This is an optimization exercise on Yosys and OpenROAD, whose aim is small area, a short achievable clock period and few clock cycles per item, not a production implementation. In this exercise RTL edits were held to simulation tests only and were not proved equivalent to the original.

==> design/flow/design.v <==
module qnt_pal_rom (
    input  wire [7:0]  addr,
    output wire [23:0] data
);
  wire r1 = addr >= 8'd37;
  wire r2 = addr >= 8'd73;
  wire r3 = addr >= 8'd109;
  wire r4 = addr >= 8'd145;
  wire r5 = addr >= 8'd181;
  wire [5:0] cj = r5 ? 6'd11 : r4 ? 6'd47 : r3 ? 6'd19 : r2 ? 6'd55 : r1 ? 6'd27 : 6'd63;
  wire [5:0] j  = addr[5:0] + cj;
  wire g1 = j >= 6'd6;
  wire g2 = j >= 6'd12;
  wire g3 = j >= 6'd18;
  wire g4 = j >= 6'd24;
  wire g5 = j >= 6'd30;
  wire [2:0] cb = g5 ? 3'd2 : g4 ? 3'd0 : g3 ? 3'd6 : g2 ? 3'd4 : g1 ? 3'd2 : 3'd0;
  wire [2:0] kb = j[2:0] + cb;
  wire [3:0] tr = {r3, (r2 & ~r3) | r4, (r1 & ~r3) | r5, (r1 & ~r2) | (r3 & ~r4) | r5};
  wire [3:0] tg = {g3, (g2 & ~g3) | g4, (g1 & ~g3) | g5, (g1 & ~g2) | (g3 & ~g4) | g5};
  wire [3:0] tb = {kb[2] | (kb[1] & kb[0]), (kb[1] & ~kb[0]) | kb[2], (~kb[2] & (kb[1] ^ kb[0])) | (kb[2] & kb[0]), kb[0]};
  reg [7:0] v;
  always @(*) begin
    case (addr[4:0])
      5'd25: v = 8'd0;   5'd26: v = 8'd11;  5'd27: v = 8'd22;  5'd28: v = 8'd33;
      5'd29: v = 8'd44;  5'd30: v = 8'd55;  5'd31: v = 8'd67;  5'd0:  v = 8'd78;
      5'd1:  v = 8'd89;  5'd2:  v = 8'd100; 5'd3:  v = 8'd111; 5'd4:  v = 8'd122;
      5'd5:  v = 8'd133; 5'd6:  v = 8'd144; 5'd7:  v = 8'd155; 5'd8:  v = 8'd166;
      5'd9:  v = 8'd177; 5'd10: v = 8'd188; 5'd11: v = 8'd200; 5'd12: v = 8'd211;
      5'd13: v = 8'd222; 5'd14: v = 8'd233; 5'd15: v = 8'd244; 5'd16: v = 8'd255;
      default: v = 8'd0;
    endcase
  end
  wire is_cube = (addr != 8'd0) && (addr <= 8'd216);
  wire is_grey = (addr >= 8'd217) && (addr <= 8'd240);
  assign data = is_cube ? {tr, tr, tg, tg, tb, tb} : is_grey ? {v, v, v} : 24'd0;
endmodule
module qnt_quantizer (
    input  wire        clk,
    input  wire        rst,
    input  wire        cmd_valid,
    output wire        cmd_ready,
    input  wire [63:0] cmd_word,
    output wire        rsp_valid,
    input  wire        rsp_ready,
    output wire [63:0] rsp_word
);
  localparam [7:0] OP_QUANT = 8'h30;
  localparam [7:0] OP_PALRD = 8'h31;
  reg go;             
  reg s1_v, s2_v, s3_v;
  reg o_v, k_v;       
  wire incoming = go & s3_v;
  wire o_en     = ~o_v | rsp_ready;
  wire k_v_nx   = o_en ? (k_v & incoming) : (k_v | incoming);
  assign cmd_ready = go;
  assign rsp_valid = o_v;
  always @(posedge clk) begin
    if (rst) begin
      go   <= 1'b1;
      s1_v <= 1'b0;
      s2_v <= 1'b0;
      s3_v <= 1'b0;
      o_v  <= 1'b0;
      k_v  <= 1'b0;
    end else begin
      go <= ~k_v_nx;
      k_v <= k_v_nx;
      if (o_en) o_v <= k_v | incoming;
      if (go) begin
        s1_v <= cmd_valid;
        s2_v <= s1_v;
        s3_v <= s2_v;
      end
    end
  end
  wire [7:0] op   = cmd_word[63:56];
  wire       qok  = (op == OP_QUANT) && (cmd_word[55:32] == 24'd0);
  wire       pok  = (op == OP_PALRD) && (cmd_word[55:8] == 48'd0);
  reg  [7:0] s1_op;
  reg        s1_ref, s1_pal, s1_qnt;
  reg  [7:0] s1_r, s1_g, s1_b;    
  always @(posedge clk) begin
    if (go) begin
      s1_op  <= op;
      s1_ref <= ~(qok | pok);
      s1_pal <= pok;
      s1_qnt <= qok & cmd_word[7];
      s1_r   <= cmd_word[31:24] | (cmd_word[7:0] & {8{op[0]}});
      s1_g   <= cmd_word[23:16];
      s1_b   <= cmd_word[15:8];
    end
  end
  wire [9:0] s = s1_r + s1_g + s1_b;
  wire t1 = (s[9] | (s[8] | (s[7] | (s[6] | (s[5] | (s[4] & (s[3] | (s[2] | (s[1] | s[0])))))))));
  wire t2 = (s[9] | (s[8] | (s[7] | (s[6] | (s[5] & (s[4] & (s[3] | (s[2] | s[1]))))))));
  wire t3 = (s[9] | (s[8] | (s[7] | (s[6] & (s[5] | (s[4] & (s[3] | (s[2] | (s[1] & s[0])))))))));
  wire t4 = (s[9] | (s[8] | (s[7] | (s[6] & (s[5] & (s[4] & (s[3] | s[2])))))));
  wire t5 = (s[9] | (s[8] | (s[7] & (s[6] | (s[5] | (s[4] & (s[3] | (s[2] & (s[1] | s[0])))))))));
  wire t6 = (s[9] | (s[8] | (s[7] & (s[6] | (s[5] & (s[4] & s[3]))))));
  wire t7 = (s[9] | (s[8] | (s[7] & (s[6] & (s[5] | (s[4] & (s[3] & (s[2] | s[1]))))))));
  wire t8 = (s[9] | (s[8] | (s[7] & (s[6] & (s[5] & (s[4] & (s[3] & (s[2] | (s[1] & s[0])))))))));
  wire t9 = (s[9] | (s[8] & (s[7] | (s[6] | (s[5] | (s[4] & (s[3] & s[2])))))));
  wire t10 = (s[9] | (s[8] & (s[7] | (s[6] | (s[5] & (s[4] & (s[3] & (s[2] & (s[1] | s[0])))))))));
  wire t11 = (s[9] | (s[8] & (s[7] | (s[6] & (s[5] | (s[4] & (s[3] & (s[2] & s[1]))))))));
  wire t12 = (s[9] | (s[8] & (s[7] | (s[6] & (s[5] & (s[4] & (s[3] & (s[2] & (s[1] & s[0])))))))));
  wire t13 = (s[9] | (s[8] & (s[7] & (s[6] | s[5]))));
  wire t14 = (s[9] | (s[8] & (s[7] & (s[6] & (s[5] | (s[4] | (s[3] | (s[2] | (s[1] | s[0])))))))));
  wire t15 = (s[9] | (s[8] & (s[7] & (s[6] & (s[5] & (s[4] | (s[3] | (s[2] | s[1]))))))));
  wire t16 = (s[9] & (s[8] | (s[7] | (s[6] | (s[5] | (s[4] | (s[3] | (s[2] | (s[1] & s[0])))))))));
  wire t17 = (s[9] & (s[8] | (s[7] | (s[6] | (s[5] & (s[4] | (s[3] | s[2])))))));
  wire t18 = (s[9] & (s[8] | (s[7] | (s[6] & (s[5] | (s[4] | (s[3] | (s[2] & (s[1] & s[0])))))))));
  wire t19 = (s[9] & (s[8] | (s[7] | (s[6] & (s[5] & (s[4] | (s[3] & (s[2] | (s[1] | s[0])))))))));
  wire t20 = (s[9] & (s[8] | (s[7] & (s[6] | (s[5] | (s[4] | (s[3] & (s[2] | s[1]))))))));
  wire t21 = (s[9] & (s[8] | (s[7] & (s[6] | (s[5] & (s[4] | (s[3] & (s[2] | (s[1] & s[0])))))))));
  wire t22 = (s[9] & (s[8] | (s[7] & (s[6] & (s[5] | (s[4] | (s[3] & s[2])))))));
  wire t23 = (s[9] & (s[8] | (s[7] & (s[6] & (s[5] & (s[4] | (s[3] & (s[2] & (s[1] | s[0])))))))));
  wire t0 = 1'b1;
  wire t24 = 1'b0;
  wire oh0 = t0 & ~t1;
  wire oh1 = t1 & ~t2;
  wire oh2 = t2 & ~t3;
  wire oh3 = t3 & ~t4;
  wire oh4 = t4 & ~t5;
  wire oh5 = t5 & ~t6;
  wire oh6 = t6 & ~t7;
  wire oh7 = t7 & ~t8;
  wire oh8 = t8 & ~t9;
  wire oh9 = t9 & ~t10;
  wire oh10 = t10 & ~t11;
  wire oh11 = t11 & ~t12;
  wire oh12 = t12 & ~t13;
  wire oh13 = t13 & ~t14;
  wire oh14 = t14 & ~t15;
  wire oh15 = t15 & ~t16;
  wire oh16 = t16 & ~t17;
  wire oh17 = t17 & ~t18;
  wire oh18 = t18 & ~t19;
  wire oh19 = t19 & ~t20;
  wire oh20 = t20 & ~t21;
  wire oh21 = t21 & ~t22;
  wire oh22 = t22 & ~t23;
  wire oh23 = t23 & ~t24;
  wire [7:0] gv = {(oh12 | oh13 | oh14 | oh15 | oh16 | oh17 | oh18 | oh19 | oh20 | oh21 | oh22 | oh23), (oh6 | oh7 | oh8 | oh9 | oh10 | oh11 | oh18 | oh19 | oh20 | oh21 | oh22 | oh23), (oh3 | oh4 | oh5 | oh9 | oh10 | oh11 | oh15 | oh16 | oh17 | oh21 | oh22 | oh23), (oh2 | oh5 | oh8 | oh11 | oh13 | oh14 | oh16 | oh17 | oh19 | oh20 | oh22 | oh23), (oh1 | oh4 | oh7 | oh8 | oh10 | oh11 | oh14 | oh17 | oh18 | oh20 | oh21 | oh23), (oh2 | oh4 | oh5 | oh7 | oh9 | oh10 | oh12 | oh15 | oh17 | oh20 | oh22 | oh23), (oh1 | oh2 | oh5 | oh6 | oh7 | oh10 | oh11 | oh14 | oh15 | oh19 | oh20 | oh23), (oh1 | oh3 | oh5 | oh6 | oh8 | oh10 | oh12 | oh14 | oh16 | oh19 | oh21 | oh23)};    
  wire [4:0] gn = {(oh16 | oh17 | oh18 | oh19 | oh20 | oh21 | oh22 | oh23), (oh8 | oh9 | oh10 | oh11 | oh12 | oh13 | oh14 | oh15), (oh4 | oh5 | oh6 | oh7 | oh12 | oh13 | oh14 | oh15 | oh20 | oh21 | oh22 | oh23), (oh2 | oh3 | oh6 | oh7 | oh10 | oh11 | oh14 | oh15 | oh18 | oh19 | oh22 | oh23), (oh1 | oh3 | oh5 | oh7 | oh9 | oh11 | oh13 | oh15 | oh17 | oh19 | oh21 | oh23)};    
  wire r_ge1 = (s1_r[7] | (s1_r[6] | (s1_r[5] | (s1_r[4] & (s1_r[3] & (s1_r[2] | s1_r[1]))))));
  wire r_ge2 = (s1_r[7] | (s1_r[6] & (s1_r[5] | (s1_r[4] | (s1_r[3] & (s1_r[2] & (s1_r[1] | s1_r[0])))))));
  wire r_ge3 = s1_r[7];
  wire r_ge4 = (s1_r[7] & (s1_r[6] | (s1_r[5] & (s1_r[4] & (s1_r[3] | (s1_r[2] | (s1_r[1] & s1_r[0])))))));
  wire r_ge5 = (s1_r[7] & (s1_r[6] & (s1_r[5] & (s1_r[4] | (s1_r[3] | (s1_r[2] & s1_r[1]))))));
  wire [2:0] kr = {r_ge4, r_ge2 & ~r_ge4, (r_ge1 & ~r_ge2) | (r_ge3 & ~r_ge4) | r_ge5};
  wire g_ge1 = (s1_g[7] | (s1_g[6] | (s1_g[5] | (s1_g[4] & (s1_g[3] & (s1_g[2] | s1_g[1]))))));
  wire g_ge2 = (s1_g[7] | (s1_g[6] & (s1_g[5] | (s1_g[4] | (s1_g[3] & (s1_g[2] & (s1_g[1] | s1_g[0])))))));
  wire g_ge3 = s1_g[7];
  wire g_ge4 = (s1_g[7] & (s1_g[6] | (s1_g[5] & (s1_g[4] & (s1_g[3] | (s1_g[2] | (s1_g[1] & s1_g[0])))))));
  wire g_ge5 = (s1_g[7] & (s1_g[6] & (s1_g[5] & (s1_g[4] | (s1_g[3] | (s1_g[2] & s1_g[1]))))));
  wire [2:0] kg = {g_ge4, g_ge2 & ~g_ge4, (g_ge1 & ~g_ge2) | (g_ge3 & ~g_ge4) | g_ge5};
  wire b_ge1 = (s1_b[7] | (s1_b[6] | (s1_b[5] | (s1_b[4] & (s1_b[3] & (s1_b[2] | s1_b[1]))))));
  wire b_ge2 = (s1_b[7] | (s1_b[6] & (s1_b[5] | (s1_b[4] | (s1_b[3] & (s1_b[2] & (s1_b[1] | s1_b[0])))))));
  wire b_ge3 = s1_b[7];
  wire b_ge4 = (s1_b[7] & (s1_b[6] | (s1_b[5] & (s1_b[4] & (s1_b[3] | (s1_b[2] | (s1_b[1] & s1_b[0])))))));
  wire b_ge5 = (s1_b[7] & (s1_b[6] & (s1_b[5] & (s1_b[4] | (s1_b[3] | (s1_b[2] & s1_b[1]))))));
  wire [2:0] kb = {b_ge4, b_ge2 & ~b_ge4, (b_ge1 & ~b_ge2) | (b_ge3 & ~b_ge4) | b_ge5};
  function [5:0] m51;    
    input [2:0] k;
    begin
      case (k)
        3'd1: m51 = 6'd51;
        3'd2: m51 = 6'd38;
        3'd3: m51 = 6'd25;
        3'd4: m51 = 6'd12;
        3'd5: m51 = 6'd63;
        default: m51 = 6'd0;
      endcase
    end
  endfunction
  wire [5:0] er = s1_r[5:0] - m51(kr);    
  wire [5:0] eg = s1_g[5:0] - m51(kg);
  wire [5:0] eb = s1_b[5:0] - m51(kb);
  wire [7:0] cube_idx = 8'd1 + 8'd36 * kr + 8'd6 * kg + kb;
  reg  [7:0] s2_op;
  reg        s2_ref, s2_pal, s2_qnt;
  reg  [7:0] s2_r, s2_g, s2_b, s2_v8, s2_cidx;
  reg  [4:0] s2_n;
  reg  [5:0] s2_er, s2_eg, s2_eb;
  always @(posedge clk) begin
    if (go) begin
      s2_op   <= s1_op;
      s2_ref  <= s1_ref;
      s2_pal  <= s1_pal;
      s2_qnt  <= s1_qnt;
      s2_r    <= s1_r;
      s2_g    <= s1_g;
      s2_b    <= s1_b;
      s2_v8   <= gv;
      s2_n    <= gn;
      s2_er   <= er;
      s2_eg   <= eg;
      s2_eb   <= eb;
      s2_cidx <= s1_pal ? s1_r : cube_idx;
    end
  end
  wire [8:0] dr = {1'b0, s2_r} - {1'b0, s2_v8};
  wire [8:0] dg = {1'b0, s2_g} - {1'b0, s2_v8};
  wire [8:0] db = {1'b0, s2_b} - {1'b0, s2_v8};
  wire near = (dr[8:6] == 3'b000 || dr[8:6] == 3'b111) &&
              (dg[8:6] == 3'b000 || dg[8:6] == 3'b111) &&
              (db[8:6] == 3'b000 || db[8:6] == 3'b111);
  wire [5:0] ur = dr[5:0] ^ {6{dr[8]}};
  wire [5:0] ug = dg[5:0] ^ {6{dg[8]}};
  wire [5:0] ub = db[5:0] ^ {6{db[8]}};
  wire [4:0] ar = s2_er[4:0] ^ {5{s2_er[5]}};
  wire [4:0] ag = s2_eg[4:0] ^ {5{s2_eg[5]}};
  wire [4:0] ab = s2_eb[4:0] ^ {5{s2_eb[5]}};
  wire fs1 = (ar[0] & ar[3]) ^ (ar[1] & ar[2]) ^ ar[2];
  wire fc2 = ((ar[0] & ar[3]) & (ar[1] & ar[2])) | ((ar[0] & ar[3]) & ar[2]) | ((ar[1] & ar[2]) & ar[2]);
  wire fs3 = (s2_er[5] & ar[3]) ^ (ag[0] & ag[3]) ^ (ag[1] & ag[2]);
  wire fc4 = ((s2_er[5] & ar[3]) & (ag[0] & ag[3])) | ((s2_er[5] & ar[3]) & (ag[1] & ag[2])) | ((ag[0] & ag[3]) & (ag[1] & ag[2]));
  wire fs5 = ag[2] ^ (s2_eg[5] & ag[3]) ^ (ab[0] & ab[3]);
  wire fc6 = (ag[2] & (s2_eg[5] & ag[3])) | (ag[2] & (ab[0] & ab[3])) | ((s2_eg[5] & ag[3]) & (ab[0] & ab[3]));
  wire fs7 = (ar[0] & ar[4]) ^ (ar[1] & ar[3]) ^ (s2_er[5] & ar[4]);
  wire fc8 = ((ar[0] & ar[4]) & (ar[1] & ar[3])) | ((ar[0] & ar[4]) & (s2_er[5] & ar[4])) | ((ar[1] & ar[3]) & (s2_er[5] & ar[4]));
  wire hs9 = (ag[0] & ag[4]) ^ (ag[1] & ag[3]);
  wire hc10 = (ag[0] & ag[4]) & (ag[1] & ag[3]);
  wire fs11 = (ar[1] & ar[4]) ^ (ar[2] & ar[3]) ^ ar[3];
  wire fc12 = ((ar[1] & ar[4]) & (ar[2] & ar[3])) | ((ar[1] & ar[4]) & ar[3]) | ((ar[2] & ar[3]) & ar[3]);
  wire fs13 = (ag[1] & ag[4]) ^ (ag[2] & ag[3]) ^ ag[3];
  wire fc14 = ((ag[1] & ag[4]) & (ag[2] & ag[3])) | ((ag[1] & ag[4]) & ag[3]) | ((ag[2] & ag[3]) & ag[3]);
  wire fs15 = (ab[1] & ab[4]) ^ (ab[2] & ab[3]) ^ ab[3];
  wire fc16 = ((ab[1] & ab[4]) & (ab[2] & ab[3])) | ((ab[1] & ab[4]) & ab[3]) | ((ab[2] & ab[3]) & ab[3]);
  wire fs17 = ~(ur[0] & ur[5]) ^ ~(ur[1] & ur[4]) ^ ~(ur[2] & ur[3]);
  wire fc18 = (~(ur[0] & ur[5]) & ~(ur[1] & ur[4])) | (~(ur[0] & ur[5]) & ~(ur[2] & ur[3])) | (~(ur[1] & ur[4]) & ~(ur[2] & ur[3]));
  wire fs19 = (ar[0] & ar[1]) ^ ar[1] ^ (s2_er[5] & ar[1]);
  wire fc20 = ((ar[0] & ar[1]) & ar[1]) | ((ar[0] & ar[1]) & (s2_er[5] & ar[1])) | (ar[1] & (s2_er[5] & ar[1]));
  wire fs21 = (ag[0] & ag[1]) ^ ag[1] ^ (s2_eg[5] & ag[1]);
  wire fc22 = ((ag[0] & ag[1]) & ag[1]) | ((ag[0] & ag[1]) & (s2_eg[5] & ag[1])) | (ag[1] & (s2_eg[5] & ag[1]));
  wire fs23 = (ab[0] & ab[1]) ^ ab[1] ^ (s2_eb[5] & ab[1]);
  wire fc24 = ((ab[0] & ab[1]) & ab[1]) | ((ab[0] & ab[1]) & (s2_eb[5] & ab[1])) | (ab[1] & (s2_eb[5] & ab[1]));
  wire fs25 = (ar[0] & ar[2]) ^ (s2_er[5] & ar[2]) ^ (ag[0] & ag[2]);
  wire fc26 = ((ar[0] & ar[2]) & (s2_er[5] & ar[2])) | ((ar[0] & ar[2]) & (ag[0] & ag[2])) | ((s2_er[5] & ar[2]) & (ag[0] & ag[2]));
  wire hs27 = (s2_eg[5] & ag[2]) ^ (ab[0] & ab[2]);
  wire hc28 = (s2_eg[5] & ag[2]) & (ab[0] & ab[2]);
  wire fs29 = (ab[1] & ab[2]) ^ ab[2] ^ (s2_eb[5] & ab[3]);
  wire fc30 = ((ab[1] & ab[2]) & ab[2]) | ((ab[1] & ab[2]) & (s2_eb[5] & ab[3])) | (ab[2] & (s2_eb[5] & ab[3]));
  wire fs31 = ~(ur[0] & ur[3]) ^ ~(ur[1] & ur[2]) ^ ~ur[2];
  wire fc32 = (~(ur[0] & ur[3]) & ~(ur[1] & ur[2])) | (~(ur[0] & ur[3]) & ~ur[2]) | (~(ur[1] & ur[2]) & ~ur[2]);
  wire fs33 = ~(dr[8] & ur[3]) ^ ~(ug[0] & ug[3]) ^ ~(ug[1] & ug[2]);
  wire fc34 = (~(dr[8] & ur[3]) & ~(ug[0] & ug[3])) | (~(dr[8] & ur[3]) & ~(ug[1] & ug[2])) | (~(ug[0] & ug[3]) & ~(ug[1] & ug[2]));
  wire fs35 = ~ug[2] ^ ~(dg[8] & ug[3]) ^ ~(ub[0] & ub[3]);
  wire fc36 = (~ug[2] & ~(dg[8] & ug[3])) | (~ug[2] & ~(ub[0] & ub[3])) | (~(dg[8] & ug[3]) & ~(ub[0] & ub[3]));
  wire fs37 = (s2_eg[5] & ag[4]) ^ (ab[0] & ab[4]) ^ (ab[1] & ab[3]);
  wire fc38 = ((s2_eg[5] & ag[4]) & (ab[0] & ab[4])) | ((s2_eg[5] & ag[4]) & (ab[1] & ab[3])) | ((ab[0] & ab[4]) & (ab[1] & ab[3]));
  wire fs39 = (s2_eb[5] & ab[4]) ^ ~(ur[0] & ur[4]) ^ ~(ur[1] & ur[3]);
  wire fc40 = ((s2_eb[5] & ab[4]) & ~(ur[0] & ur[4])) | ((s2_eb[5] & ab[4]) & ~(ur[1] & ur[3])) | (~(ur[0] & ur[4]) & ~(ur[1] & ur[3]));
  wire fs41 = ~(dr[8] & ur[4]) ^ ~(ug[0] & ug[4]) ^ ~(ug[1] & ug[3]);
  wire fc42 = (~(dr[8] & ur[4]) & ~(ug[0] & ug[4])) | (~(dr[8] & ur[4]) & ~(ug[1] & ug[3])) | (~(ug[0] & ug[4]) & ~(ug[1] & ug[3]));
  wire fs43 = ~(dg[8] & ug[4]) ^ ~(ub[0] & ub[4]) ^ ~(ub[1] & ub[3]);
  wire fc44 = (~(dg[8] & ug[4]) & ~(ub[0] & ub[4])) | (~(dg[8] & ug[4]) & ~(ub[1] & ub[3])) | (~(ub[0] & ub[4]) & ~(ub[1] & ub[3]));
  wire fs45 = ~(db[8] & ub[4]) ^ 1'b1 ^ fc2;
  wire fc46 = (~(db[8] & ub[4]) & 1'b1) | (~(db[8] & ub[4]) & fc2) | (1'b1 & fc2);
  wire fs47 = ~ur[3] ^ ~(dr[8] & ur[5]) ^ ~(ug[0] & ug[5]);
  wire fc48 = (~ur[3] & ~(dr[8] & ur[5])) | (~ur[3] & ~(ug[0] & ug[5])) | (~(dr[8] & ur[5]) & ~(ug[0] & ug[5]));
  wire fs49 = ~(ug[1] & ug[4]) ^ ~(ug[2] & ug[3]) ^ ~ug[3];
  wire fc50 = (~(ug[1] & ug[4]) & ~(ug[2] & ug[3])) | (~(ug[1] & ug[4]) & ~ug[3]) | (~(ug[2] & ug[3]) & ~ug[3]);
  wire fs51 = ~(dg[8] & ug[5]) ^ ~(ub[0] & ub[5]) ^ ~(ub[1] & ub[4]);
  wire fc52 = (~(dg[8] & ug[5]) & ~(ub[0] & ub[5])) | (~(dg[8] & ug[5]) & ~(ub[1] & ub[4])) | (~(ub[0] & ub[5]) & ~(ub[1] & ub[4]));
  wire fs53 = ~(ub[2] & ub[3]) ^ ~ub[3] ^ ~(db[8] & ub[5]);
  wire fc54 = (~(ub[2] & ub[3]) & ~ub[3]) | (~(ub[2] & ub[3]) & ~(db[8] & ub[5])) | (~ub[3] & ~(db[8] & ub[5]));
  wire fs55 = 1'b1 ^ fc8 ^ hc10;
  wire fc56 = (1'b1 & fc8) | (1'b1 & hc10) | (fc8 & hc10);
  wire hs57 = fs11 ^ fs13;
  wire hc58 = fs11 & fs13;
  wire fs59 = (ar[2] & ar[4]) ^ (ag[2] & ag[4]) ^ (ab[2] & ab[4]);
  wire fc60 = ((ar[2] & ar[4]) & (ag[2] & ag[4])) | ((ar[2] & ar[4]) & (ab[2] & ab[4])) | ((ag[2] & ag[4]) & (ab[2] & ab[4]));
  wire fs61 = ~(ur[1] & ur[5]) ^ ~(ur[2] & ur[4]) ^ ~(ug[1] & ug[5]);
  wire fc62 = (~(ur[1] & ur[5]) & ~(ur[2] & ur[4])) | (~(ur[1] & ur[5]) & ~(ug[1] & ug[5])) | (~(ur[2] & ur[4]) & ~(ug[1] & ug[5]));
  wire fs63 = ~(ug[2] & ug[4]) ^ ~(ub[1] & ub[5]) ^ ~(ub[2] & ub[4]);
  wire fc64 = (~(ug[2] & ug[4]) & ~(ub[1] & ub[5])) | (~(ug[2] & ug[4]) & ~(ub[2] & ub[4])) | (~(ub[1] & ub[5]) & ~(ub[2] & ub[4]));
  wire hs65 = 1'b1 ^ fc12;
  wire hc66 = 1'b1 & fc12;
  wire fs67 = (ar[3] & ar[4]) ^ ar[4] ^ (ag[3] & ag[4]);
  wire fc68 = ((ar[3] & ar[4]) & ar[4]) | ((ar[3] & ar[4]) & (ag[3] & ag[4])) | (ar[4] & (ag[3] & ag[4]));
  wire fs69 = ag[4] ^ (ab[3] & ab[4]) ^ ab[4];
  wire fc70 = (ag[4] & (ab[3] & ab[4])) | (ag[4] & ab[4]) | ((ab[3] & ab[4]) & ab[4]);
  wire fs71 = ~(ur[2] & ur[5]) ^ ~(ur[3] & ur[4]) ^ ~ur[4];
  wire fc72 = (~(ur[2] & ur[5]) & ~(ur[3] & ur[4])) | (~(ur[2] & ur[5]) & ~ur[4]) | (~(ur[3] & ur[4]) & ~ur[4]);
  wire hs73 = ~(ug[2] & ug[5]) ^ ~(ug[3] & ug[4]);
  wire hc74 = ~(ug[2] & ug[5]) & ~(ug[3] & ug[4]);
  wire fs75 = ar[0] ^ s2_er[5] ^ ag[0];
  wire fc76 = (ar[0] & s2_er[5]) | (ar[0] & ag[0]) | (s2_er[5] & ag[0]);
  wire fs77 = s2_eg[5] ^ ab[0] ^ s2_eb[5];
  wire fc78 = (s2_eg[5] & ab[0]) | (s2_eg[5] & s2_eb[5]) | (ab[0] & s2_eb[5]);
  wire fs79 = ~(ur[0] & ur[1]) ^ ~ur[1] ^ ~(dr[8] & ur[1]);
  wire fc80 = (~(ur[0] & ur[1]) & ~ur[1]) | (~(ur[0] & ur[1]) & ~(dr[8] & ur[1])) | (~ur[1] & ~(dr[8] & ur[1]));
  wire fs81 = ~(ug[0] & ug[1]) ^ ~ug[1] ^ ~(dg[8] & ug[1]);
  wire fc82 = (~(ug[0] & ug[1]) & ~ug[1]) | (~(ug[0] & ug[1]) & ~(dg[8] & ug[1])) | (~ug[1] & ~(dg[8] & ug[1]));
  wire fs83 = (s2_eb[5] & ab[2]) ^ ~(ur[0] & ur[2]) ^ ~(dr[8] & ur[2]);
  wire fc84 = ((s2_eb[5] & ab[2]) & ~(ur[0] & ur[2])) | ((s2_eb[5] & ab[2]) & ~(dr[8] & ur[2])) | (~(ur[0] & ur[2]) & ~(dr[8] & ur[2]));
  wire fs85 = ~(ug[0] & ug[2]) ^ ~(dg[8] & ug[2]) ^ ~(ub[0] & ub[2]);
  wire fc86 = (~(ug[0] & ug[2]) & ~(dg[8] & ug[2])) | (~(ug[0] & ug[2]) & ~(ub[0] & ub[2])) | (~(dg[8] & ug[2]) & ~(ub[0] & ub[2]));
  wire fs87 = ~(db[8] & ub[2]) ^ 1'b1 ^ fc20;
  wire fc88 = (~(db[8] & ub[2]) & 1'b1) | (~(db[8] & ub[2]) & fc20) | (1'b1 & fc20);
  wire fs89 = ~(ub[1] & ub[2]) ^ ~ub[2] ^ ~(db[8] & ub[3]);
  wire fc90 = (~(ub[1] & ub[2]) & ~ub[2]) | (~(ub[1] & ub[2]) & ~(db[8] & ub[3])) | (~ub[2] & ~(db[8] & ub[3]));
  wire fs91 = 1'b1 ^ fs1 ^ fs3;
  wire fc92 = (1'b1 & fs1) | (1'b1 & fs3) | (fs1 & fs3);
  wire fs93 = fs5 ^ fc26 ^ hc28;
  wire fc94 = (fs5 & fc26) | (fs5 & hc28) | (fc26 & hc28);
  wire hs95 = fs29 ^ fs31;
  wire hc96 = fs29 & fs31;
  wire fs97 = fc4 ^ fc6 ^ fs7;
  wire fc98 = (fc4 & fc6) | (fc4 & fs7) | (fc6 & fs7);
  wire fs99 = hs9 ^ fc30 ^ fc32;
  wire fc100 = (hs9 & fc30) | (hs9 & fc32) | (fc30 & fc32);
  wire fs101 = fc34 ^ fc36 ^ fs37;
  wire fc102 = (fc34 & fc36) | (fc34 & fs37) | (fc36 & fs37);
  wire fs103 = fs39 ^ fs41 ^ fs43;
  wire fc104 = (fs39 & fs41) | (fs39 & fs43) | (fs41 & fs43);
  wire fs105 = fs15 ^ fs17 ^ fc38;
  wire fc106 = (fs15 & fs17) | (fs15 & fc38) | (fs17 & fc38);
  wire fs107 = fc40 ^ fc42 ^ fc44;
  wire fc108 = (fc40 & fc42) | (fc40 & fc44) | (fc42 & fc44);
  wire fs109 = fc46 ^ fs47 ^ fs49;
  wire fc110 = (fc46 & fs47) | (fc46 & fs49) | (fs47 & fs49);
  wire fs111 = fs51 ^ fs53 ^ fs55;
  wire fc112 = (fs51 & fs53) | (fs51 & fs55) | (fs53 & fs55);
  wire fs113 = fc14 ^ fc16 ^ fc18;
  wire fc114 = (fc14 & fc16) | (fc14 & fc18) | (fc16 & fc18);
  wire fs115 = fc48 ^ fc50 ^ fc52;
  wire fc116 = (fc48 & fc50) | (fc48 & fc52) | (fc50 & fc52);
  wire fs117 = fc54 ^ fc56 ^ hc58;
  wire fc118 = (fc54 & fc56) | (fc54 & hc58) | (fc56 & hc58);
  wire fs119 = fs59 ^ fs61 ^ fs63;
  wire fc120 = (fs59 & fs61) | (fs59 & fs63) | (fs61 & fs63);
  wire fs121 = ~ug[4] ^ ~(ub[2] & ub[5]) ^ ~(ub[3] & ub[4]);
  wire fc122 = (~ug[4] & ~(ub[2] & ub[5])) | (~ug[4] & ~(ub[3] & ub[4])) | (~(ub[2] & ub[5]) & ~(ub[3] & ub[4]));
  wire fs123 = ~ub[4] ^ 1'b1 ^ fc60;
  wire fc124 = (~ub[4] & 1'b1) | (~ub[4] & fc60) | (1'b1 & fc60);
  wire fs125 = fc62 ^ fc64 ^ hc66;
  wire fc126 = (fc62 & fc64) | (fc62 & hc66) | (fc64 & hc66);
  wire fs127 = fs67 ^ fs69 ^ fs71;
  wire fc128 = (fs67 & fs69) | (fs67 & fs71) | (fs69 & fs71);
  wire fs129 = ~(ur[3] & ur[5]) ^ ~(ug[3] & ug[5]) ^ ~(ub[3] & ub[5]);
  wire fc130 = (~(ur[3] & ur[5]) & ~(ug[3] & ug[5])) | (~(ur[3] & ur[5]) & ~(ub[3] & ub[5])) | (~(ug[3] & ug[5]) & ~(ub[3] & ub[5]));
  wire hs131 = 1'b1 ^ fc68;
  wire hc132 = 1'b1 & fc68;
  wire fs133 = ~ur[0] ^ ~dr[8] ^ ~ug[0];
  wire fc134 = (~ur[0] & ~dr[8]) | (~ur[0] & ~ug[0]) | (~dr[8] & ~ug[0]);
  wire hs135 = ~dg[8] ^ ~ub[0];
  wire hc136 = ~dg[8] & ~ub[0];
  wire fs137 = (s2_er[5] & ar[0]) ^ (s2_eg[5] & ag[0]) ^ (s2_eb[5] & ab[0]);
  wire fc138 = ((s2_er[5] & ar[0]) & (s2_eg[5] & ag[0])) | ((s2_er[5] & ar[0]) & (s2_eb[5] & ab[0])) | ((s2_eg[5] & ag[0]) & (s2_eb[5] & ab[0]));
  wire fs139 = ~(dr[8] & ur[0]) ^ ~(dg[8] & ug[0]) ^ ~(db[8] & ub[0]);
  wire fc140 = (~(dr[8] & ur[0]) & ~(dg[8] & ug[0])) | (~(dr[8] & ur[0]) & ~(db[8] & ub[0])) | (~(dg[8] & ug[0]) & ~(db[8] & ub[0]));
  wire hs141 = 1'b1 ^ fc76;
  wire hc142 = 1'b1 & fc76;
  wire fs143 = ~(ub[0] & ub[1]) ^ ~ub[1] ^ ~(db[8] & ub[1]);
  wire fc144 = (~(ub[0] & ub[1]) & ~ub[1]) | (~(ub[0] & ub[1]) & ~(db[8] & ub[1])) | (~ub[1] & ~(db[8] & ub[1]));
  wire fs145 = 1'b1 ^ fs19 ^ fs21;
  wire fc146 = (1'b1 & fs19) | (1'b1 & fs21) | (fs19 & fs21);
  wire fs147 = fs23 ^ fs79 ^ fs81;
  wire fc148 = (fs23 & fs79) | (fs23 & fs81) | (fs79 & fs81);
  wire fs149 = fc22 ^ fc24 ^ fs25;
  wire fc150 = (fc22 & fc24) | (fc22 & fs25) | (fc24 & fs25);
  wire fs151 = hs27 ^ fc80 ^ fc82;
  wire fc152 = (hs27 & fc80) | (hs27 & fc82) | (fc80 & fc82);
  wire fs153 = fs83 ^ fs85 ^ fs87;
  wire fc154 = (fs83 & fs85) | (fs83 & fs87) | (fs85 & fs87);
  wire fs155 = fs33 ^ fs35 ^ fc84;
  wire fc156 = (fs33 & fs35) | (fs33 & fc84) | (fs35 & fc84);
  wire fs157 = fc86 ^ fc88 ^ fs89;
  wire fc158 = (fc86 & fc88) | (fc86 & fs89) | (fc88 & fs89);
  wire fs159 = fs91 ^ fs93 ^ hs95;
  wire fc160 = (fs91 & fs93) | (fs91 & hs95) | (fs93 & hs95);
  wire fs161 = fs45 ^ fc90 ^ fc92;
  wire fc162 = (fs45 & fc90) | (fs45 & fc92) | (fc90 & fc92);
  wire fs163 = fc94 ^ hc96 ^ fs97;
  wire fc164 = (fc94 & hc96) | (fc94 & fs97) | (hc96 & fs97);
  wire fs165 = fs99 ^ fs101 ^ fs103;
  wire fc166 = (fs99 & fs101) | (fs99 & fs103) | (fs101 & fs103);
  wire fs167 = hs57 ^ fc98 ^ fc100;
  wire fc168 = (hs57 & fc98) | (hs57 & fc100) | (fc98 & fc100);
  wire fs169 = fc102 ^ fc104 ^ fs105;
  wire fc170 = (fc102 & fc104) | (fc102 & fs105) | (fc104 & fs105);
  wire fs171 = fs107 ^ fs109 ^ fs111;
  wire fc172 = (fs107 & fs109) | (fs107 & fs111) | (fs109 & fs111);
  wire fs173 = hs65 ^ fc106 ^ fc108;
  wire fc174 = (hs65 & fc106) | (hs65 & fc108) | (fc106 & fc108);
  wire fs175 = fc110 ^ fc112 ^ fs113;
  wire fc176 = (fc110 & fc112) | (fc110 & fs113) | (fc112 & fs113);
  wire fs177 = fs115 ^ fs117 ^ fs119;
  wire fc178 = (fs115 & fs117) | (fs115 & fs119) | (fs117 & fs119);
  wire fs179 = hs73 ^ fc114 ^ fc116;
  wire fc180 = (hs73 & fc114) | (hs73 & fc116) | (fc114 & fc116);
  wire fs181 = fc118 ^ fc120 ^ fs121;
  wire fc182 = (fc118 & fc120) | (fc118 & fs121) | (fc120 & fs121);
  wire fs183 = fs123 ^ fs125 ^ fs127;
  wire fc184 = (fs123 & fs125) | (fs123 & fs127) | (fs125 & fs127);
  wire fs185 = fc70 ^ fc72 ^ hc74;
  wire fc186 = (fc70 & fc72) | (fc70 & hc74) | (fc72 & hc74);
  wire fs187 = fc122 ^ fc124 ^ fc126;
  wire fc188 = (fc122 & fc124) | (fc122 & fc126) | (fc124 & fc126);
  wire fs189 = fc128 ^ fs129 ^ hs131;
  wire fc190 = (fc128 & fs129) | (fc128 & hs131) | (fs129 & hs131);
  wire fs191 = ~(ur[4] & ur[5]) ^ ~ur[5] ^ ~(ug[4] & ug[5]);
  wire fc192 = (~(ur[4] & ur[5]) & ~ur[5]) | (~(ur[4] & ur[5]) & ~(ug[4] & ug[5])) | (~ur[5] & ~(ug[4] & ug[5]));
  wire fs193 = ~ug[5] ^ ~(ub[4] & ub[5]) ^ ~ub[5];
  wire fc194 = (~ug[5] & ~(ub[4] & ub[5])) | (~ug[5] & ~ub[5]) | (~(ub[4] & ub[5]) & ~ub[5]);
  wire fs195 = 1'b1 ^ fc130 ^ hc132;
  wire fc196 = (1'b1 & fc130) | (1'b1 & hc132) | (fc130 & hc132);
  wire fs197 = ~db[8] ^ 1'b1 ^ fs75;
  wire fc198 = (~db[8] & 1'b1) | (~db[8] & fs75) | (1'b1 & fs75);
  wire fs199 = fc78 ^ fc134 ^ hc136;
  wire fc200 = (fc78 & fc134) | (fc78 & hc136) | (fc134 & hc136);
  wire hs201 = fs137 ^ fs139;
  wire hc202 = fs137 & fs139;
  wire fs203 = fc138 ^ fc140 ^ hc142;
  wire fc204 = (fc138 & fc140) | (fc138 & hc142) | (fc140 & hc142);
  wire fs205 = fs143 ^ fs145 ^ fs147;
  wire fc206 = (fs143 & fs145) | (fs143 & fs147) | (fs145 & fs147);
  wire fs207 = fc144 ^ fc146 ^ fc148;
  wire fc208 = (fc144 & fc146) | (fc144 & fc148) | (fc146 & fc148);
  wire fs209 = fs149 ^ fs151 ^ fs153;
  wire fc210 = (fs149 & fs151) | (fs149 & fs153) | (fs151 & fs153);
  wire fs211 = fc150 ^ fc152 ^ fc154;
  wire fc212 = (fc150 & fc152) | (fc150 & fc154) | (fc152 & fc154);
  wire fs213 = fs155 ^ fs157 ^ fs159;
  wire fc214 = (fs155 & fs157) | (fs155 & fs159) | (fs157 & fs159);
  wire fs215 = fc156 ^ fc158 ^ fc160;
  wire fc216 = (fc156 & fc158) | (fc156 & fc160) | (fc158 & fc160);
  wire fs217 = fs161 ^ fs163 ^ fs165;
  wire fc218 = (fs161 & fs163) | (fs161 & fs165) | (fs163 & fs165);
  wire fs219 = fc162 ^ fc164 ^ fc166;
  wire fc220 = (fc162 & fc164) | (fc162 & fc166) | (fc164 & fc166);
  wire fs221 = fs167 ^ fs169 ^ fs171;
  wire fc222 = (fs167 & fs169) | (fs167 & fs171) | (fs169 & fs171);
  wire fs223 = fc168 ^ fc170 ^ fc172;
  wire fc224 = (fc168 & fc170) | (fc168 & fc172) | (fc170 & fc172);
  wire fs225 = fs173 ^ fs175 ^ fs177;
  wire fc226 = (fs173 & fs175) | (fs173 & fs177) | (fs175 & fs177);
  wire fs227 = fc174 ^ fc176 ^ fc178;
  wire fc228 = (fc174 & fc176) | (fc174 & fc178) | (fc176 & fc178);
  wire fs229 = fs179 ^ fs181 ^ fs183;
  wire fc230 = (fs179 & fs181) | (fs179 & fs183) | (fs181 & fs183);
  wire fs231 = fc180 ^ fc182 ^ fc184;
  wire fc232 = (fc180 & fc182) | (fc180 & fc184) | (fc182 & fc184);
  wire fs233 = fs185 ^ fs187 ^ fs189;
  wire fc234 = (fs185 & fs187) | (fs185 & fs189) | (fs187 & fs189);
  wire fs235 = fc186 ^ fc188 ^ fc190;
  wire fc236 = (fc186 & fc188) | (fc186 & fc190) | (fc188 & fc190);
  wire fs237 = fs191 ^ fs193 ^ fs195;
  wire fc238 = (fs191 & fs193) | (fs191 & fs195) | (fs193 & fs195);
  wire fs239 = 1'b1 ^ fc192 ^ fc194;
  wire fc240 = (1'b1 & fc192) | (1'b1 & fc194) | (fc192 & fc194);
  reg  [7:0] s3_op;
  reg        s3_ref, s3_pal, s3_qnt, s3_near;
  reg  [7:0] s3_cidx;
  reg  [4:0] s3_n;
  reg  [49:0] s3_t;
  always @(posedge clk) begin
    if (go) begin
      s3_op   <= s2_op;
      s3_ref  <= s2_ref;
      s3_pal  <= s2_pal;
      s3_qnt  <= s2_qnt;
      s3_near <= near;
      s3_cidx <= s2_cidx;
      s3_n    <= s2_n;
      s3_t[0] <= fs77;
      s3_t[1] <= fs133;
      s3_t[2] <= hs135;
      s3_t[3] <= fs197;
      s3_t[4] <= hs141;
      s3_t[5] <= fc198;
      s3_t[6] <= fs199;
      s3_t[7] <= hs201;
      s3_t[8] <= fc200;
      s3_t[9] <= hc202;
      s3_t[10] <= fs203;
      s3_t[11] <= fs205;
      s3_t[12] <= fc204;
      s3_t[13] <= fc206;
      s3_t[14] <= fs207;
      s3_t[15] <= fs209;
      s3_t[16] <= fc208;
      s3_t[17] <= fc210;
      s3_t[18] <= fs211;
      s3_t[19] <= fs213;
      s3_t[20] <= fc212;
      s3_t[21] <= fc214;
      s3_t[22] <= fs215;
      s3_t[23] <= fs217;
      s3_t[24] <= fc216;
      s3_t[25] <= fc218;
      s3_t[26] <= fs219;
      s3_t[27] <= fs221;
      s3_t[28] <= fc220;
      s3_t[29] <= fc222;
      s3_t[30] <= fs223;
      s3_t[31] <= fs225;
      s3_t[32] <= fc224;
      s3_t[33] <= fc226;
      s3_t[34] <= fs227;
      s3_t[35] <= fs229;
      s3_t[36] <= fc228;
      s3_t[37] <= fc230;
      s3_t[38] <= fs231;
      s3_t[39] <= fs233;
      s3_t[40] <= fc232;
      s3_t[41] <= fc234;
      s3_t[42] <= fs235;
      s3_t[43] <= fs237;
      s3_t[44] <= fc196;
      s3_t[45] <= fc236;
      s3_t[46] <= fc238;
      s3_t[47] <= fs239;
      s3_t[48] <= fc240;
      s3_t[49] <= 1'b1;
    end
  end
  wire hs291 = s3_t[0] ^ s3_t[1];
  wire hc292 = s3_t[0] & s3_t[1];
  wire fs293 = s3_t[4] ^ s3_t[5] ^ s3_t[6];
  wire fc294 = (s3_t[4] & s3_t[5]) | (s3_t[4] & s3_t[6]) | (s3_t[5] & s3_t[6]);
  wire fs295 = s3_t[8] ^ s3_t[9] ^ s3_t[10];
  wire fc296 = (s3_t[8] & s3_t[9]) | (s3_t[8] & s3_t[10]) | (s3_t[9] & s3_t[10]);
  wire fs297 = s3_t[12] ^ s3_t[13] ^ s3_t[14];
  wire fc298 = (s3_t[12] & s3_t[13]) | (s3_t[12] & s3_t[14]) | (s3_t[13] & s3_t[14]);
  wire fs299 = s3_t[16] ^ s3_t[17] ^ s3_t[18];
  wire fc300 = (s3_t[16] & s3_t[17]) | (s3_t[16] & s3_t[18]) | (s3_t[17] & s3_t[18]);
  wire fs301 = s3_t[20] ^ s3_t[21] ^ s3_t[22];
  wire fc302 = (s3_t[20] & s3_t[21]) | (s3_t[20] & s3_t[22]) | (s3_t[21] & s3_t[22]);
  wire fs303 = s3_t[24] ^ s3_t[25] ^ s3_t[26];
  wire fc304 = (s3_t[24] & s3_t[25]) | (s3_t[24] & s3_t[26]) | (s3_t[25] & s3_t[26]);
  wire fs305 = s3_t[28] ^ s3_t[29] ^ s3_t[30];
  wire fc306 = (s3_t[28] & s3_t[29]) | (s3_t[28] & s3_t[30]) | (s3_t[29] & s3_t[30]);
  wire fs307 = s3_t[32] ^ s3_t[33] ^ s3_t[34];
  wire fc308 = (s3_t[32] & s3_t[33]) | (s3_t[32] & s3_t[34]) | (s3_t[33] & s3_t[34]);
  wire fs309 = s3_t[36] ^ s3_t[37] ^ s3_t[38];
  wire fc310 = (s3_t[36] & s3_t[37]) | (s3_t[36] & s3_t[38]) | (s3_t[37] & s3_t[38]);
  wire fs311 = s3_t[40] ^ s3_t[41] ^ s3_t[42];
  wire fc312 = (s3_t[40] & s3_t[41]) | (s3_t[40] & s3_t[42]) | (s3_t[41] & s3_t[42]);
  wire fs313 = s3_t[44] ^ s3_t[45] ^ s3_t[46];
  wire fc314 = (s3_t[44] & s3_t[45]) | (s3_t[44] & s3_t[46]) | (s3_t[45] & s3_t[46]);
  wire hs315 = s3_t[2] ^ s3_t[3];
  wire hc316 = s3_t[2] & s3_t[3];
  wire fs317 = s3_t[7] ^ hc292 ^ fs293;
  wire fc318 = (s3_t[7] & hc292) | (s3_t[7] & fs293) | (hc292 & fs293);
  wire fs319 = s3_t[11] ^ fc294 ^ fs295;
  wire fc320 = (s3_t[11] & fc294) | (s3_t[11] & fs295) | (fc294 & fs295);
  wire fs321 = s3_t[15] ^ fc296 ^ fs297;
  wire fc322 = (s3_t[15] & fc296) | (s3_t[15] & fs297) | (fc296 & fs297);
  wire fs323 = s3_t[19] ^ fc298 ^ fs299;
  wire fc324 = (s3_t[19] & fc298) | (s3_t[19] & fs299) | (fc298 & fs299);
  wire fs325 = s3_t[23] ^ fc300 ^ fs301;
  wire fc326 = (s3_t[23] & fc300) | (s3_t[23] & fs301) | (fc300 & fs301);
  wire fs327 = s3_t[27] ^ fc302 ^ fs303;
  wire fc328 = (s3_t[27] & fc302) | (s3_t[27] & fs303) | (fc302 & fs303);
  wire fs329 = s3_t[31] ^ fc304 ^ fs305;
  wire fc330 = (s3_t[31] & fc304) | (s3_t[31] & fs305) | (fc304 & fs305);
  wire fs331 = s3_t[35] ^ fc306 ^ fs307;
  wire fc332 = (s3_t[35] & fc306) | (s3_t[35] & fs307) | (fc306 & fs307);
  wire fs333 = s3_t[39] ^ fc308 ^ fs309;
  wire fc334 = (s3_t[39] & fc308) | (s3_t[39] & fs309) | (fc308 & fs309);
  wire fs335 = s3_t[43] ^ fc310 ^ fs311;
  wire fc336 = (s3_t[43] & fc310) | (s3_t[43] & fs311) | (fc310 & fs311);
  wire fs337 = s3_t[47] ^ fc312 ^ fs313;
  wire fc338 = (s3_t[47] & fc312) | (s3_t[47] & fs313) | (fc312 & fs313);
  wire hs339 = s3_t[48] ^ fc314;
  wire hc340 = s3_t[48] & fc314;
  wire [14:0] fa = {s3_t[49], hc340, fc338, fc336, fc334, fc332, fc330, fc328, fc326, fc324, fc322, fc320, fc318, hc316, hs291};
  wire [14:0] fb = {1'b0, 1'b0, hs339, fs337, fs335, fs333, fs331, fs329, fs327, fs325, fs323, fs321, fs319, fs317, hs315};
  wire [14:0] fsum = fa + fb;    
  wire grey = s3_near & ~fsum[14];
  wire [7:0]  q_idx = grey ? (8'd217 + {3'd0, s3_n}) : s3_cidx;
  wire [23:0] pal;
  qnt_pal_rom u_rom (.addr(s3_cidx), .data(pal));
  wire [23:0] payload = s3_pal ? pal : (s3_qnt ? {16'd0, q_idx} : 24'd0);
  wire [32:0] rsp_in = {s3_op, s3_ref, payload};
  reg [32:0] o_d, k_d;
  always @(posedge clk) begin
    if (incoming) k_d <= rsp_in;
    if (o_en) o_d <= k_v ? k_d : rsp_in;
  end
  assign rsp_word = {o_d[32:25], 3'd0, o_d[24], 28'd0, o_d[23:0]};
endmodule
==> design/flow/run.sh <==
#!/bin/bash
# synth_recipe.tcl (not shown) runs the flow's synth.tcl, then flattens the netlist and writes it again
# the make line also repeats each setting of config.mk as NAME=value (left out here)
make -C /OpenROAD-flow-scripts/flow DESIGN_CONFIG=/design/flow/config.mk WORK_HOME=/design/flow/orfs CLKGATE_MAP_FILE= SYNTH_SCRIPT=/design/flow/synth_recipe.tcl finish
==> design/flow/config.mk <==
export PLATFORM = sky130hd
export DESIGN_NAME = qnt_quantizer
export DESIGN_NICKNAME = qnt_quantizer
export VERILOG_FILES = /design/flow/design.v
export SDC_FILE = /design/flow/constraint.sdc
export NUM_CORES = 4
export LEC_CHECK = 0
export CAP_MARGIN = 20
export CORE_MARGIN = 2
export CORE_UTILIZATION = 40
export SLEW_MARGIN = 20
export SYNTH_MEMORY_MAX_BITS = 16384
==> design/flow/constraint.sdc <==
create_clock -name core_clock -period 12.0 [get_ports {clk}]
set_input_delay 2.4000 -clock core_clock [delete_from_list [all_inputs] [get_ports {clk}]]
set_output_delay 2.4000 -clock core_clock [all_outputs]
set_load 0.01 [all_outputs]
==> metrics.log <==
[metrics] outcome: finished clean
[metrics] share of the yosys chip area belonging to registers: 41.9%
[metrics] post-layout minimum cycle time: 5.73 ns
[metrics] initial standard-cell utilization of the core: 40.7%
[metrics] maximum clock frequency: 0.174 GHz
[metrics] number of antenna repair diodes: 0
[metrics] Filler cells: 4227
[metrics] TritonCTS Sinks: 263
[metrics] cells along the critical path: inv_1, ha_1, inv_1, fa_1, a21o_1, a21oi_1, o21ai_0, a21oi_1, nand2b_1, nand2_1, a21oi_1, ha_1, or2_2, fa_1, inv_1, fa_1, fa_1, inv_1, fa_1
[metrics] number of port buffers: 102
[metrics] CTS buffer count: 29
[metrics] die width: 219 µm
[metrics] hold buffer count at CTS: 0
[metrics] Starting DRT DRC Count: 696
[metrics] 1st-pass router iterations: 5
[metrics] synthesized area per cell: 11.0 µm²
[metrics] setup_tns: 0 ns
[metrics] Tcrit/Tclk final: 47.8%
[metrics] post-layout util: 46.3%
[metrics] Post-DRT Antenna Nets: 0
[metrics] hold crit path type: reg -> reg
[metrics] unrepaired setup endpoints after global routing: no
[metrics] floorplan die area: 0.0480 mm²
[metrics] count of maximum capacitance violations: 0
[metrics] delay of the slowest cell on the worst path: 0.55 ns
[metrics] total of warnings raised by yosys: 2
[metrics] post-synth top area share: 40.4%
[metrics] top area cells in the synthesized netlist: edfxtp_1, fa_1, ha_1, inv_1, nor2_1
[metrics] setup fix buffers added after clock tree synthesis: 0
[metrics] Slew headroom: 34.4%
[metrics] buffering stage count on the worst path with inverters included: 4
[metrics] Row Count: 78
[metrics] largest area contributor in the netlist: edfxtp_1
[metrics] DR vias: 12400
[metrics] area delta synth->final: 13.7%
[metrics] crit path DAT: 6.05 ns
[metrics] Top cell by count, worst path: fa_1
[metrics] gate family responsible for the most delay along the worst path: adder cells
[metrics] wire length of the first global-routing pass: 69.7 mm
[metrics] fraction of layout instances using a drive strength above 1: 6.52%
[metrics] core footprint: 0.0455 mm²
[metrics] count of cells resized by post-cts repair: 0
[metrics] Final Max Slew Viols: 0
[metrics] most instantiated library cell after synthesis: edfxtp_1
[metrics] final estimated routing congestion in global placement: 0.895
[metrics] Longest Clk Path Bufs: 3
[metrics] Netlist cell types: 83
[metrics] Async S/R FF share, synth: 0%
[metrics] number of flops mapped to enable cells by yosys: 249
[metrics] Avg Vias per Cell: 5.16
[metrics] clock tree root driver cell: clkbuf_16
[metrics] Mapped Area: 0.0185 mm²
[metrics] GRT Residual Overflow: 0
[metrics] post-synthesis cell count: 1683
[metrics] kind of end point of the critical path: flop
[metrics] number of remaining DRC errors: 0
[metrics] Avg WL per Cell: 18.2 µm
[metrics] Seq cells post-synth: 263
[metrics] final WL: 43.8 mm
[metrics] slew at the pin closest to its max-slew limit: 0.959 ns
[metrics] dominant register cell in the synthesized netlist: edfxtp_1
[metrics] maximum level of the CTS H-tree: 1
[metrics] post-detailed-placement half-perimeter wirelength: 34.6 mm
[metrics] clock-pin slew reported for the worst setup and hold paths after clock tree synthesis: 0.06 ns
[metrics] Vert. Die Dim: 219 µm
[metrics] antenna violations before repair: 0
[metrics] CP required: 12.32 ns
[metrics] critical path startpoint category: flop
[metrics] # IOs: 134
[metrics] worst clock skew: 0.00873 ns
[metrics] vias in the first global route: 12900
[metrics] Final Setup Violations: 0
[metrics] total number of nets in the final design: 2123
[metrics] CTS tree: done
[metrics] clock latency reported for the late side of the worst-skew pair: 0.58 ns
[metrics] GR Util All Layers: 18.6%
[metrics] Setup Crit Path Kind: reg -> reg
[metrics] top post-synthesis cells by count: edfxtp_1, inv_1, nor2_1
[metrics] count of final hold-check violations: 0
[metrics] maximum number of pins on one net before global-route repair: 160
[metrics] cell type of the slowest stage on the worst timing path: a21oi_1
[metrics] biggest fanout along the worst timing path: 7
[through the flow]
step | hold WS (ns) | std cells | cell area (µm²) | worst slack [ns]
finish | 0.412 | 2410 | 21100 | 6.27
global route | 0.422 | 2410 | 21100 | 5.98
CTS | 0.417 | 2410 | 21100 | 6.28
detailed placement | 0.405 | 2359 | 20100 | 6.33
global placement | 0.401 | 2359 | 20100 | 6.40
floorplan | 0.400 | 1714 | 18600 | 5.18
[cells in the final DEF, fill, tap and decap left out, drive strengths merged, types with 17 or more instances in the layout]
cell	instances
clkdlybuf4s50	102
inv	214
nand2b	17
nand2	88
conb	32
nand3	25
o31ai	19
edfxtp	249
nor2b	20
xor2	18
a21oi	74
mux2	23
ha	144
nor2	171
or2	29
nor3	22
a21o	38
fa	121
clkbuf	40
o21ai	74
xnor2	52
[area by class of cell]
class | instances | area, µm² | share of cell area, %
flip-flops and latches | 263 | 7760 | 36.9
clock buffers | 40 | 818 | 3.89
well taps | 600 | 751 | 3.57
inverters | 213 | 800 | 3.80
multi-input cells | 1172 | 9700 | 46.1
clock inverters | 11 | 126 | 0.600
repair buffers | 111 | 1100 | 5.23
[layer usage]
layer | global-route usage [%] | part of all wire, %
met5 | 0 | 0
met3 | 2.08 | 3.8
met4 | 5.56 | 2.5
met2 | 33.0 | 50
met1 | 24.0 | 43
[state kept, by name, summed over array words and instances, names as in the netlist, 5 cells and up]
name and count:
s3_t 49, k_d 33, o_d 33, s1_b 8, s1_g 8, s1_op 8, s1_r 8, s2_b 8
s2_cidx 8, s2_g 8, s2_op 8, s2_r 8, s2_v8 8, s3_cidx 8, s3_op 8, u_rom.v 8
s2_eb 6, s2_eg 6, s2_er 6, s2_n 5, s3_n 5
[worst register-to-register path, cell delays in order (launching register included)]
cell      delay, ns
edfxtp_1       0.36
inv_1          0.07
ha_1           0.16
inv_1          0.05
fa_1           0.39
a21o_1         0.19
a21oi_1        0.23
o21ai_0        0.11
a21oi_1        0.39
nand2b_1       0.22
nand2_1        0.07
a21oi_1        0.55
ha_1           0.45
or2_2          0.32
fa_1           0.37
inv_1          0.10
fa_1           0.44
fa_1           0.52
inv_1          0.05
fa_1           0.42
[worst paths after layout]
| check | startpoint | end | slack, ns | cells after the start |
|---|---|---|---|---|
| setup / recovery | s2_b[0] | s3_t[23] | 6.27 | 19 |
| hold / removal | s2_pal | s3_pal | 0.41 | 0 |
| setup reg to reg | s2_b[0] | s3_t[23] | 6.27 | 19 |
| hold reg to reg | s2_pal | s3_pal | 0.41 | 0 |
[logic make-up (layout without fill, tap and decap cells)]
family / after synthesis / count (layout) / synth area share (%)
fa+ha+maj: 268 / 268 / 23.0
buf+inv: 279 / 375 / 6.38
simple gates: 442 / 442 / 11.5
xor+xnor: 70 / 70 / 3.31
mux: 39 / 39 / 2.30
compound gates: 321 / 321 / 11.6
flops: 263 / 263 / 41.9
other cells: 1 / 32 / 0.0203
Testbench counts, summed over its fixed seeds: cycles 2,592, items 2,560.

## static timing again, ports no longer ideal
In the flow no input, the clock included, has a driving cell. The finished layout below was timed again as built, in two steps. Step 1 assumes that a clkbuf_16 drives the clock port and a buf_2 every other input. Step 2 adds t to the input delays and takes it off the output delays; t is the mean of the earliest and latest rising clock arrival at the registers after step 1. Input paths then give back, and output paths get back, about the clock's delay inside the block. Slacks: no drivers / after step 1 / after step 2; pairs: no drivers / after step 1.
t (ns): 0.619
slack for setup (ns): 6.267 / 6.267 / 6.267
latest minus earliest clock arrival (ns): 0.010 / 0.011
After both steps setup and hold are still met in this run. The setup slack of this run moves by 0.000 ns with the drivers and by 0.000 ns with both steps.
